This is an optimization exercise on Yosys and OpenROAD, whose aim is small area, not a production implementation. The RTL was checked by simulation tests, not by an equivalence proof against the original design. The flow treats the clock pin as an ideal source, which a real chip does not have.

==> v30 <==
==> flow/design.v (excerpt) <==
module adhat_engine (
    input  wire        clk,
    input  wire        rst,           
    input  wire        req_valid,
    output wire        req_ready,
    input  wire [4:0]  req_op,
    input  wire        req_adc,
    input  wire        req_sel,
    input  wire [7:0]  req_a,
    input  wire [7:0]  req_b,
    input  wire [7:0]  req_c,
    input  wire [7:0]  req_d,
    input  wire [7:0]  req_e,
    input  wire [7:0]  req_len,
    output wire [7:0]  lst_idx,
    input  wire        lst_sel,
    input  wire [7:0]  lst_a,
    input  wire [7:0]  lst_b,
    output wire        tp_valid,
    output reg  [3:0]  tp_kind,
    output reg  [7:0]  tp_data,
    input  wire        tp_ack,
    input  wire        tp_fail,
    input  wire [7:0]  tp_rdata,
    input  wire        tp_rdy,
    output wire        rsp_valid,
    output wire        val_valid,
    output wire [3:0]  rsp_status,
    output wire [31:0] rsp_value,
    output wire [7:0]  rsp_info_a,
    output wire [7:0]  rsp_info_b,
    output wire [7:0]  rsp_index,
    input  wire [4:0]  mir_addr,
    output wire [7:0]  mir_data,
    output reg  [2:0]  cfg_gain1,
    output reg  [3:0]  cfg_rate1,
    output reg  [2:0]  cfg_filt1,
    output reg         cfg_imode1,
    output reg  [2:0]  cfg_gain2,
    output reg  [1:0]  cfg_rate2,
    output reg         cfg_imode2,
    output reg         alive
);
==> flow/config.mk <==
export PLATFORM = sky130hd
export DESIGN_NAME = adhat_engine
export DESIGN_NICKNAME = adhat_engine
export VERILOG_FILES = /design/flow/design.v
export SDC_FILE = /design/flow/constraint.sdc
export NUM_CORES = 4
export LEC_CHECK = 0
export CAP_MARGIN = 20
export CORE_MARGIN = 2
export CORE_UTILIZATION = 40
export GPL_ROUTABILITY_DRIVEN = 0
export PLACE_DENSITY = 0.6
export SLEW_MARGIN = 20
==> flow/constraint.sdc <==
create_clock -name core_clock -period 10.0 [get_ports {clk}]
set_input_delay 2.0000 -clock core_clock [delete_from_list [all_inputs] [get_ports {clk}]]
set_output_delay 2.0000 -clock core_clock [all_outputs]
set_load 0.01 [all_outputs]
standard.sh (not shown) runs the stock make flow with config.mk's settings and CLKGATE_MAP_FILE= SYNTH_SCRIPT=/design/flow/synth_recipe.tcl, a recipe that flattens the netlist after the stock synthesis.
==> flow/flow/run.sh <==
#!/bin/bash
# The standard layout (the standard.sh: unchanged synthesis and steps), with three changes:
#  - the port buffers are made of the smallest buffer cell instead of the resizer's default;
#  - clock tree synthesis clusters up to 20 sinks per clkbuf_16 and adds no dummy loads;
#  - the resizer repairs nets with the small buffers only (flow/small_buffers.tcl, sourced
#    before each step that may insert buffers).
set -euo pipefail
H="$PWD/flow/small_buffers.tcl"
bash standard.sh \
  "BUFFER_PORTS_ARGS=-buffer_cell sky130_fd_sc_hd__buf_1" \
  "CTS_ARGS=-sink_clustering_enable -repair_clock_nets -dont_use_dummy_load -buf_list sky130_fd_sc_hd__clkbuf_16 -sink_clustering_size 20 -sink_clustering_max_diameter 100" \
  "PRE_GLOBAL_PLACE_TCL=$H" "PRE_RESIZE_TCL=$H" "PRE_DETAIL_PLACE_TCL=$H" "PRE_CTS_TCL=$H" \
  "PRE_REPAIR_TIMING_POST_PLACE_TCL=$H" "PRE_GLOBAL_ROUTE_TCL=$H" \
  finish > standard_flow.log 2>&1
==> flow/flow/small_buffers.tcl <==
# Sourced before each placement, resizing, clock-tree and routing step: the resizer may
# use only the small buffers (buf_1, buf_2) when it repairs slew, capacitance or timing.
set_dont_use {sky130_fd_sc_hd__buf_4 sky130_fd_sc_hd__buf_6 sky130_fd_sc_hd__buf_8 sky130_fd_sc_hd__buf_12 sky130_fd_sc_hd__buf_16 sky130_fd_sc_hd__bufbuf_8 sky130_fd_sc_hd__bufbuf_16}
==> v9: changes against v30 <==
--- a/flow/design.v
+++ b/flow/design.v
@@ -38,39 +38,40 @@
     output reg         cfg_imode1,
     output reg  [2:0]  cfg_gain2,
     output reg  [1:0]  cfg_rate2,
     output reg         cfg_imode2,
     output reg         alive
 );
     localparam NREG = 27;
-    localparam OP_WRITEREG  = 5'h01, OP_READREG = 5'h02, OP_SENDCMD  = 5'h03,
-               OP_WRITEBLK  = 5'h04, OP_VERIFY  = 5'h05, OP_CONVERT  = 5'h06,
-               OP_SCAN      = 5'h07, OP_RTD     = 5'h08, OP_SETGAIN  = 5'h09,
-               OP_SETRATE   = 5'h0A, OP_SETFILT = 5'h0B, OP_SETMODE  = 5'h0C,
-               OP_HWRESET   = 5'h0D, OP_RELEASE = 5'h0E;
+    localparam OP_WRITEREG  = 4'h01, OP_READREG = 4'h02, OP_SENDCMD  = 4'h03,
+               OP_WRITEBLK  = 4'h04, OP_VERIFY  = 4'h05, OP_CONVERT  = 4'h06,
+               OP_SCAN      = 4'h07, OP_RTD     = 4'h08, OP_SETGAIN  = 4'h09,
+               OP_SETRATE   = 4'h0A, OP_SETFILT = 4'h0B, OP_SETMODE  = 4'h0C,
+               OP_HWRESET   = 4'h0D, OP_RELEASE = 4'h0E;
     localparam ST_OK = 4'd0, ST_TRANSPORT = 4'd1, ST_TIMEOUT = 4'd2, ST_CHECKSUM = 4'd3,
                ST_INVCHAN = 4'd4, ST_INVCONF = 4'd5, ST_FRAMELEN = 4'd6,
                ST_INVREG = 4'd7, ST_RELEASED = 4'd8;
     localparam TK_CSA = 4'd0, TK_CSD = 4'd1, TK_TX = 4'd2, TK_RX = 4'd3,
                TK_RDY = 4'd4, TK_PULSE = 4'd5, TK_DELAY = 4'd6, TK_IDLE = 4'd7;
     localparam S_IDLE  = 4'd0,                   S_CSA   = 4'd2,  S_CMD   = 4'd3,
                S_PAY   = 4'd4,  S_CSD   = 4'd5,  S_ABORT = 4'd6,  S_CALL  = 4'd7,
                S_NEXT  = 4'd8,  S_POLL  = 4'd9,  S_VLOOP = 4'd10, S_FCHK  = 4'd11,
                S_ERR   = 4'd12, S_RESP  = 4'd13, S_SLOAD = 4'd14, S_LOOP  = 4'd15;
     localparam P_MAIN  = 4'd0, P_EXMUX = 4'd1, P_EXMAG = 4'd2, P_MUX   = 4'd3,
                P_DLY   = 4'd4, P_START = 4'd5, P_POLL  = 4'd6, P_FRAME = 4'd7,
                P_RELMAG = 4'd8, P_RELMUX = 4'd9;
     reg [3:0] st;
     reg [3:0] step;
-    reg [4:0] op;
+    reg [3:0] op;             
     reg       adc;
     reg       sel;            
-    reg [7:0] ra, rb, rc, rd;
+    reg [7:0] ra, rb, rc, rd;    
     reg [7:0] rp;             
     reg [2:0] rx;             
+    reg       ebad;           
     reg [7:0] idx;            
     reg [7:0] acc;            
     reg [3:0] code;
     wire [31:0] fr = {rd, rb, ra, rp};
     wire [10:0] pcnt = {rx, rp};
     reg [7:0] mir [0:NREG-1];
     reg [7:0] mir_rd;
@@ -148,16 +149,14 @@
                               (rx == 3'd4) ? 8'd10 :
                               (rx == 3'd5) ? 8'd20 :
                               (rx == 3'd6) ? 8'd50 : 8'd100;
     wire q_ctrl_cmd = (req_a == 8'h04) || (req_a == 8'h06) || (req_a == 8'h08) ||
                       (req_a == 8'h0A) || (req_a == 8'h0C) || (req_a == 8'h0E);
     wire [5:0] q_blk_sum = {1'b0, req_a[4:0]} + {1'b0, req_b[4:0]};
     wire q_blk_bad = (req_a > NREG) || (req_b > NREG) || (q_blk_sum > NREG);
-    wire [7:0] q_maxidx = req_adc ? 8'd9 : 8'd10;
-    wire q_bad_chan = (req_a > q_maxidx) || ((req_sel || req_op == OP_RTD) && (req_b > q_maxidx));
     wire q_hi0 = (req_a[7:4] == 4'd0);
     wire q_lo0 = (req_a[3:0] == 4'd0);
     wire q_p2lo = (req_a[3:0] == 4'd1) || (req_a[3:0] == 4'd2) || (req_a[3:0] == 4'd4) || (req_a[3:0] == 4'd8);
     wire q_p2hi = (req_a[7:4] == 4'd1) || (req_a[7:4] == 4'd2) || (req_a[7:4] == 4'd4) || (req_a[7:4] == 4'd8);
     wire q_gain_ok = ((q_hi0 && q_p2lo) || (q_lo0 && q_p2hi)) && (req_adc || !req_a[7]);
     wire q_rate2_ok = (req_a == 8'd2) || (req_a == 8'd7) || (req_a == 8'd8) || (req_a == 8'd16);
     reg [4:0] t_addr;         
@@ -169,15 +168,15 @@
     always @(*) begin
         t_addr = ra[4:0];
         t_wd   = rb;
         t_wreg = 1'b1;
         t_rd   = 1'b0;
         t_none = 1'b0;
         case (step)
-            P_EXMUX:  begin t_addr = 5'h0D; t_wd = rc; end
+            P_EXMUX:  begin t_addr = 5'h0D; t_wd = rp; end
             P_EXMAG:  begin t_addr = 5'h0E; t_wd = rd; end
             P_MUX:    begin t_addr = adc ? 5'h16 : 5'h06; t_wd = mux_byte; end
             P_RELMAG: begin t_addr = 5'h0E; t_wd = 8'h00; end
             P_RELMUX: begin t_addr = 5'h0D; t_wd = 8'hBB; end
             P_START:  begin t_wreg = 1'b0; t_none = 1'b1; end
             P_FRAME:  begin t_wreg = 1'b0; t_rd = 1'b1; end
             default: begin
@@ -243,15 +242,15 @@
     assign rsp_value[23:8]  = show_frame ? fr[23:8] : 16'h0000;
     assign rsp_value[7:1]   = (show_frame || show_byte) ? fr[7:1] : 7'd0;
     assign rsp_value[0]     = ((show_frame || show_byte) && fr[0]) || (is_verify && ok && match);
     assign rsp_info_a = (code == ST_INVREG)  ? ((ra >= NREG) ? ra : NREG) :
                         (code == ST_INVCHAN) ? (bad_p ? ra : rb) : 8'h00;
     assign rsp_info_b = (code == ST_INVREG)  ? NREG :
                         (code == ST_INVCHAN) ? maxidx : 8'h00;
-    assign rsp_index  = (is_scan && !ok && code != ST_RELEASED) ? idx : 8'h00;
+    assign rsp_index  = (is_scan && !ok) ? idx : 8'h00;    
     wire mir_we  = (st == S_CSD) && acked && !tp_fail && t_wreg;
     wire reload  = rst || ((st == S_NEXT) && (step == P_MAIN) &&
                            ((op == OP_SENDCMD && ra == 8'h06) || op == OP_HWRESET));
     wire [7:0] wd_lo = t_wd & {8{!reload}};     
     wire [7:0] wd_hi = t_wd | {8{reload}};      
     genvar gi;
     generate
@@ -300,22 +299,24 @@
             st    <= S_IDLE;
             alive <= 1'b1;
             reload_state;
         end else begin
             case (st)
                 S_IDLE: begin
                     if (req_valid) begin
-                        op   <= req_op;
+                        op   <= (req_op[4] || req_op[3:0] == 4'hF) ? 4'h0 : req_op[3:0];
                         adc  <= req_adc;
                         sel  <= req_sel || (req_op == OP_RTD);
                         ra   <= req_a;
                         rb   <= req_b;
-                        rc   <= (req_op == OP_RTD) ? req_c : req_len;
+                        rc   <= req_len;
+                        rp   <= req_c;
                         rd   <= req_d;
                         rx   <= req_e[2:0];
+                        ebad <= (req_e[7:3] != 5'd0);
                         idx  <= 8'd0;
                         acc  <= req_a[0] ? 8'h9B : 8'h00;
                         code <= ST_OK;
                         step <= P_MAIN;
                         if (!alive) begin
                             respond(ST_RELEASED);
                         end else begin
@@ -338,24 +339,15 @@
                                     else
                                         st <= S_LOOP;
                                 end
                                 OP_VERIFY: begin
                                     if (req_a > 8'd1) respond(ST_INVCONF);
                                     else st <= S_VLOOP;
                                 end
-                                OP_CONVERT, OP_RTD: begin
-                                    if (q_bad_chan)
-                                        respond(ST_INVCHAN);
-                                    else if (chk_unsup || (req_op == OP_RTD && req_e[7:3] != 5'd0))
-                                        respond(ST_INVCONF);
-                                    else begin
-                                        step <= (req_op == OP_RTD) ? P_EXMUX : P_MUX;
-                                        st   <= S_CSA;
-                                    end
-                                end
+                                OP_CONVERT, OP_RTD: st <= S_SLOAD;
                                 OP_SCAN: st <= S_LOOP;
                                 OP_SETGAIN: begin
                                     if (!q_gain_ok) respond(ST_INVCONF);
                                     else st <= S_CSA;
                                 end
                                 OP_SETRATE: begin
                                     if (req_adc ? !q_rate2_ok : (req_a > 8'd15)) respond(ST_INVCONF);
@@ -449,63 +441,63 @@
                             if ((op == OP_SENDCMD && ra == 8'h06) || op == OP_HWRESET)
                                 reload_state;
                             if (op == OP_WRITEBLK) begin
                                 ra[4:0] <= ra[4:0] + 5'd1;
                                 idx <= idx + 8'd1;
                                 st  <= S_LOOP;
                             end else
-                                respond(ST_OK);
+                                st <= S_RESP;
                         end
                         P_EXMUX: go(P_EXMAG);
                         P_EXMAG: go(P_MUX);
                         P_MUX:   go((is_rtd && rx != 3'd0) ? P_DLY : P_START);
                         P_DLY:   go(P_START);
                         P_START: begin
                             {rx, rp} <= 11'd0;
                             step <= P_POLL;
                             st   <= S_POLL;
                         end
                         P_FRAME: st <= S_FCHK;
                         P_RELMAG: go(P_RELMUX);
-                        default: respond(code);
+                        default: st <= S_RESP;
                     endcase
                 end
                 S_FCHK: begin
                     if (acc != 8'h00)
                         fail(ST_CHECKSUM);
                     else if (is_scan) begin
                         idx <= idx + 8'd1;
                         st  <= S_LOOP;
                     end else if (is_rtd)
                         go(P_RELMAG);
                     else
-                        respond(ST_OK);
+                        st <= S_RESP;
                 end
                 S_LOOP: begin
                     if (idx == rc)
-                        respond(ST_OK);
+                        st <= S_RESP;
                     else if (is_scan) begin
                         ra  <= lst_a;
                         rb  <= lst_b;
                         sel <= lst_sel;
                         st  <= S_SLOAD;
                     end else
                         go(P_MAIN);
                 end
                 S_SLOAD: begin
                     if (bad_p || bad_n)
                         respond(ST_INVCHAN);
-                    else if (chk_unsup)
+                    else if (chk_unsup || (is_rtd && ebad))
                         respond(ST_INVCONF);
                     else
-                        go(P_MUX);
+                        go(is_rtd ? P_EXMUX : P_MUX);
                 end
                 S_VLOOP: begin
                     if (idx == rc)
-                        respond(ST_OK);
+                        st <= S_RESP;
                     else begin
                         acc <= anext;
                         idx <= idx + 8'd1;
                     end
                 end
                 S_ERR: begin
                     if (is_rtd && step != P_RELMUX)
==> flow/flow/run.sh (replaced) <==
#!/bin/bash
# The standard layout (the standard.sh and its ORFS steps), with these changes:
#  - synthesis is the standard flow's synthesis script with an area-oriented ABC script for the
#    combinational logic (flow/synth.tcl, flow/abc_area.script); registers are unchanged;
#  - the port buffers are made of the smallest buffer cell instead of the resizer's default;
#  - clock tree synthesis clusters up to 24 sinks per clkbuf_16 and adds no dummy loads;
#  - the resizer repairs nets with the small buffers only (flow/small_buffers.tcl, sourced
#    before each step that may insert buffers).
set -euo pipefail
F="$PWD/flow"
export AREA_ABC_SCRIPT="$F/abc_area.script"
bash standard.sh \
  "SYNTH_SCRIPT=$F/synth.tcl" \
  "BUFFER_PORTS_ARGS=-buffer_cell sky130_fd_sc_hd__buf_1" \
  "CTS_ARGS=-sink_clustering_enable -repair_clock_nets -dont_use_dummy_load -buf_list sky130_fd_sc_hd__clkbuf_16 -sink_clustering_size 24 -sink_clustering_max_diameter 100" \
  "PRE_GLOBAL_PLACE_TCL=$F/small_buffers.tcl" "PRE_RESIZE_TCL=$F/small_buffers.tcl" \
  "PRE_DETAIL_PLACE_TCL=$F/small_buffers.tcl" "PRE_CTS_TCL=$F/small_buffers.tcl" \
  "PRE_REPAIR_TIMING_POST_PLACE_TCL=$F/small_buffers.tcl" "PRE_GLOBAL_ROUTE_TCL=$F/small_buffers.tcl" \
  finish > standard_flow.log 2>&1
==> flow/flow/abc_area.script (new file) <==
strash
&get -n
&fraig -x
&put
scorr
dc2
strash
dc2
strash
&get -n
&deepsyn -J 60 -T 900
&dch -f
&nf -a -R 1000
&put
topo
==> flow/flow/synth.tcl (new file) <==
# The standard flow's synthesis script (synth_recipe.tcl: ORFS synthesis without Yosys's fsm and share
# passes, then flattened, with the function-call nets renamed), except that the combinational
# logic is mapped with an area-oriented ABC script (flow/abc_area.script). The registers are
# mapped before ABC runs, so they are the standard synthesis's, with the same names and cells.
proc synth {args} { yosys synth -nofsm -noshare {*}$args }
proc abc {args} {
    set i [lsearch -exact $args -script]
    if {$i >= 0} { set args [lreplace $args [expr {$i + 1}] [expr {$i + 1}] $::env(AREA_ABC_SCRIPT)] }
    yosys abc {*}$args
}
source $::env(SCRIPTS_DIR)/synth.tcl
# left out here: clear keep_hierarchy, flatten, clean up, hide names made inside functions, write 1_2_yosys.v
Settings changed: CORE_UTILIZATION 40 to 65, PLACE_DENSITY 0.6 to 0.8.
==> v21: changes against v30 <==
--- a/flow/design.v
+++ b/flow/design.v
@@ -60,17 +60,18 @@
                P_DLY   = 4'd4, P_START = 4'd5, P_POLL  = 4'd6, P_FRAME = 4'd7,
                P_RELMAG = 4'd8, P_RELMUX = 4'd9;
     reg [3:0] st;
     reg [3:0] step;
     reg [4:0] op;
     reg       adc;
     reg       sel;            
-    reg [7:0] ra, rb, rc, rd;
+    reg [7:0] ra, rb, rc, rd;    
     reg [7:0] rp;             
     reg [2:0] rx;             
+    reg       ebad;           
     reg [7:0] idx;            
     reg [7:0] acc;            
     reg [3:0] code;
     wire [31:0] fr = {rd, rb, ra, rp};
     wire [10:0] pcnt = {rx, rp};
     reg [7:0] mir [0:NREG-1];
     reg [7:0] mir_rd;
@@ -148,16 +149,14 @@
                               (rx == 3'd4) ? 8'd10 :
                               (rx == 3'd5) ? 8'd20 :
                               (rx == 3'd6) ? 8'd50 : 8'd100;
     wire q_ctrl_cmd = (req_a == 8'h04) || (req_a == 8'h06) || (req_a == 8'h08) ||
                       (req_a == 8'h0A) || (req_a == 8'h0C) || (req_a == 8'h0E);
     wire [5:0] q_blk_sum = {1'b0, req_a[4:0]} + {1'b0, req_b[4:0]};
     wire q_blk_bad = (req_a > NREG) || (req_b > NREG) || (q_blk_sum > NREG);
-    wire [7:0] q_maxidx = req_adc ? 8'd9 : 8'd10;
-    wire q_bad_chan = (req_a > q_maxidx) || ((req_sel || req_op == OP_RTD) && (req_b > q_maxidx));
     wire q_hi0 = (req_a[7:4] == 4'd0);
     wire q_lo0 = (req_a[3:0] == 4'd0);
     wire q_p2lo = (req_a[3:0] == 4'd1) || (req_a[3:0] == 4'd2) || (req_a[3:0] == 4'd4) || (req_a[3:0] == 4'd8);
     wire q_p2hi = (req_a[7:4] == 4'd1) || (req_a[7:4] == 4'd2) || (req_a[7:4] == 4'd4) || (req_a[7:4] == 4'd8);
     wire q_gain_ok = ((q_hi0 && q_p2lo) || (q_lo0 && q_p2hi)) && (req_adc || !req_a[7]);
     wire q_rate2_ok = (req_a == 8'd2) || (req_a == 8'd7) || (req_a == 8'd8) || (req_a == 8'd16);
     reg [4:0] t_addr;         
@@ -169,15 +168,15 @@
     always @(*) begin
         t_addr = ra[4:0];
         t_wd   = rb;
         t_wreg = 1'b1;
         t_rd   = 1'b0;
         t_none = 1'b0;
         case (step)
-            P_EXMUX:  begin t_addr = 5'h0D; t_wd = rc; end
+            P_EXMUX:  begin t_addr = 5'h0D; t_wd = rp; end
             P_EXMAG:  begin t_addr = 5'h0E; t_wd = rd; end
             P_MUX:    begin t_addr = adc ? 5'h16 : 5'h06; t_wd = mux_byte; end
             P_RELMAG: begin t_addr = 5'h0E; t_wd = 8'h00; end
             P_RELMUX: begin t_addr = 5'h0D; t_wd = 8'hBB; end
             P_START:  begin t_wreg = 1'b0; t_none = 1'b1; end
             P_FRAME:  begin t_wreg = 1'b0; t_rd = 1'b1; end
             default: begin
@@ -305,17 +304,19 @@
                 S_IDLE: begin
                     if (req_valid) begin
                         op   <= req_op;
                         adc  <= req_adc;
                         sel  <= req_sel || (req_op == OP_RTD);
                         ra   <= req_a;
                         rb   <= req_b;
-                        rc   <= (req_op == OP_RTD) ? req_c : req_len;
+                        rc   <= req_len;
+                        rp   <= req_c;
                         rd   <= req_d;
                         rx   <= req_e[2:0];
+                        ebad <= (req_e[7:3] != 5'd0);
                         idx  <= 8'd0;
                         acc  <= req_a[0] ? 8'h9B : 8'h00;
                         code <= ST_OK;
                         step <= P_MAIN;
                         if (!alive) begin
                             respond(ST_RELEASED);
                         end else begin
@@ -338,24 +339,15 @@
                                     else
                                         st <= S_LOOP;
                                 end
                                 OP_VERIFY: begin
                                     if (req_a > 8'd1) respond(ST_INVCONF);
                                     else st <= S_VLOOP;
                                 end
-                                OP_CONVERT, OP_RTD: begin
-                                    if (q_bad_chan)
-                                        respond(ST_INVCHAN);
-                                    else if (chk_unsup || (req_op == OP_RTD && req_e[7:3] != 5'd0))
-                                        respond(ST_INVCONF);
-                                    else begin
-                                        step <= (req_op == OP_RTD) ? P_EXMUX : P_MUX;
-                                        st   <= S_CSA;
-                                    end
-                                end
+                                OP_CONVERT, OP_RTD: st <= S_SLOAD;
                                 OP_SCAN: st <= S_LOOP;
                                 OP_SETGAIN: begin
                                     if (!q_gain_ok) respond(ST_INVCONF);
                                     else st <= S_CSA;
                                 end
                                 OP_SETRATE: begin
                                     if (req_adc ? !q_rate2_ok : (req_a > 8'd15)) respond(ST_INVCONF);
@@ -490,18 +482,18 @@
                         st  <= S_SLOAD;
                     end else
                         go(P_MAIN);
                 end
                 S_SLOAD: begin
                     if (bad_p || bad_n)
                         respond(ST_INVCHAN);
-                    else if (chk_unsup)
+                    else if (chk_unsup || (is_rtd && ebad))
                         respond(ST_INVCONF);
                     else
-                        go(P_MUX);
+                        go(is_rtd ? P_EXMUX : P_MUX);
                 end
                 S_VLOOP: begin
                     if (idx == rc)
                         respond(ST_OK);
                     else begin
                         acc <= anext;
                         idx <= idx + 8'd1;
==> flow/flow/run.sh (replaced) <==
#!/bin/bash
# The standard layout (the standard.sh and its ORFS steps), with these changes:
#  - synthesis is the standard flow's synthesis script with an area-oriented ABC script for the
#    combinational logic (flow/synth.tcl, flow/abc_area.script); registers are unchanged;
#  - the port buffers are made of the smallest buffer cell instead of the resizer's default;
#  - clock tree synthesis clusters up to 24 sinks per clkbuf_16 and adds no dummy loads;
#  - the resizer repairs nets with the small buffers only (flow/small_buffers.tcl, sourced
#    before each step that may insert buffers).
set -euo pipefail
F="$PWD/flow"
export AREA_ABC_SCRIPT="$F/abc_area.script"
bash standard.sh \
  "SYNTH_SCRIPT=$F/synth.tcl" \
  "BUFFER_PORTS_ARGS=-buffer_cell sky130_fd_sc_hd__buf_1" \
  "CTS_ARGS=-sink_clustering_enable -repair_clock_nets -dont_use_dummy_load -buf_list sky130_fd_sc_hd__clkbuf_16 -sink_clustering_size 24 -sink_clustering_max_diameter 100" \
  "PRE_GLOBAL_PLACE_TCL=$F/small_buffers.tcl" "PRE_RESIZE_TCL=$F/small_buffers.tcl" \
  "PRE_DETAIL_PLACE_TCL=$F/small_buffers.tcl" "PRE_CTS_TCL=$F/small_buffers.tcl" \
  "PRE_REPAIR_TIMING_POST_PLACE_TCL=$F/small_buffers.tcl" "PRE_GLOBAL_ROUTE_TCL=$F/small_buffers.tcl" \
  finish > standard_flow.log 2>&1
==> flow/flow/abc_area.script (new file) <==
strash
&get -n
&fraig -x
&put
scorr
dc2
strash
dc2
strash
&get -n
&deepsyn -T 30
&dch -f
&nf -a -R 1000
&put
topo
==> flow/flow/synth.tcl (new file) <==
# The standard flow's synthesis script (synth_recipe.tcl: ORFS synthesis without Yosys's fsm and share
# passes, then flattened, with the function-call nets renamed), except that the combinational
# logic is mapped with an area-oriented ABC script (flow/abc_area.script). The registers are
# mapped before ABC runs, so they are the standard synthesis's, with the same names and cells.
proc synth {args} { yosys synth -nofsm -noshare {*}$args }
proc abc {args} {
    set i [lsearch -exact $args -script]
    if {$i >= 0} { set args [lreplace $args [expr {$i + 1}] [expr {$i + 1}] $::env(AREA_ABC_SCRIPT)] }
    yosys abc {*}$args
}
source $::env(SCRIPTS_DIR)/synth.tcl
# left out here: clear keep_hierarchy, flatten, clean up, hide names made inside functions, write 1_2_yosys.v
==> out/results.ini <==
[status]
outcome = no timing/DRC/antenna violations

[clock_network]
cts_inserted_buffers = 18

[pwr]
clk-power_w = 0.000729

[yosys]
synth_compound_area_share_pct = 18.5
synth_area_sq_um = 16200
muxShareOfSynthArea_pct = 0.671
avgSynthCellArea_sq_um = 11.0

[die]
coreArea_sq_um = 39900
die_w_um = 205

[placed_design]
place_area_sq_um = 17800

[critical_path]
path_depth = 11
r2r-start = adc
startpoint_type = flip-flop
path_cells = nor2_1 > nand3b_1 > o21ai_0 > or2_0 > a21oi_1 > nand2_1 > nand2_1 > a21o_1 > a211oi_1 > o21ai_0 > buf_1

[global_routing]
antenna_found_initial = 0

[final_layout]
instances_no_fill = 2251

(the above is from v21)
==> out/results.ini <==
[status]
outcome = no timing/DRC/antenna violations

[critical_path]
path_depth = 9
r2r-start = st[3]
cp_slowest_stage_delay_ns = 0.91
startpoint_type = flip-flop
path_cells = buf_1 > nand2_1 > nor3_1 > nor3b_1 > nand2_1 > nor3_1 > a31oi_1 > o21ai_0 > buf_1

[clock_network]
cts_inserted_buffers = 20

[final_layout]
buf_share_pct = 4.37
instances_no_fill = 2572

[yosys]
muxShareOfSynthArea_pct = 1.72
avgSynthCellArea_sq_um = 9.92
synth_top_area_share_pct = 48.1
synth_area_sq_um = 18100

[global_routing]
antenna_found_initial = 1

[die]
rows = 77
coreArea_sq_um = 44500
die_w_um = 217

(the above is from v30)
==> out/results.ini <==
[placed_design]
place_area_sq_um = 17300

[pwr]
clk-power_w = 0.000697
switching_share_pct = 40.2

[critical_path]
startpoint_type = input pin
r2r-start = ra[0]
path_cells = buf_1 > clkinv_1 > or3_1 > nor2_1 > a22o_1 > a221oi_1 > nand4_1 > nor2_1 > nand4_1 > buf_1
path_depth = 10

[die]
die_w_um = 161

[yosys]
synth_compound_area_share_pct = 17.4
muxShareOfSynthArea_pct = 0.677
synth_area_sq_um = 16100
avgSynthCellArea_sq_um = 10.9

[status]
outcome = no timing/DRC/antenna violations

(the above is from v9)

separate check: timing with driven ports:
The flow's constraints put no driver on any port. The routed layouts listed below were extracted and timed again, unchanged, in two steps. Step 1 assumes that a clkbuf_16 drives the clock port and a buf_2 every other input. Step 2 moves the port delays by t, midway between the first and last clock arrival at a register: inputs arrive t later, outputs are due t later. That takes back most of the time a late clock gives input paths. Three values: ideal, step 1, step 2; two values: the first two.
run | t, ns | slack for setup (ns) | hold slack, ns | worst setup path at the end | clock arrival spread, ns
v30 | 0.576 | 3.610 / 3.548 / 3.824 | 0.502 / 0.502 / 0.502 | input to output | 0.058 / 0.057
v9 | 0.550 | 3.670 / 3.645 / 3.645 | 0.464 / 0.464 / 0.464 | input to output | 0.059 / 0.059
v21 | 0.564 | 3.633 / 3.577 / 3.791 | 0.460 / 0.460 / 0.460 | input to output | 0.051 / 0.051
After both steps setup and hold are still met in every run listed. For v9, which loses most, drivers alone change the setup slack by -0.025 ns; drivers and shift together by -0.025 ns.
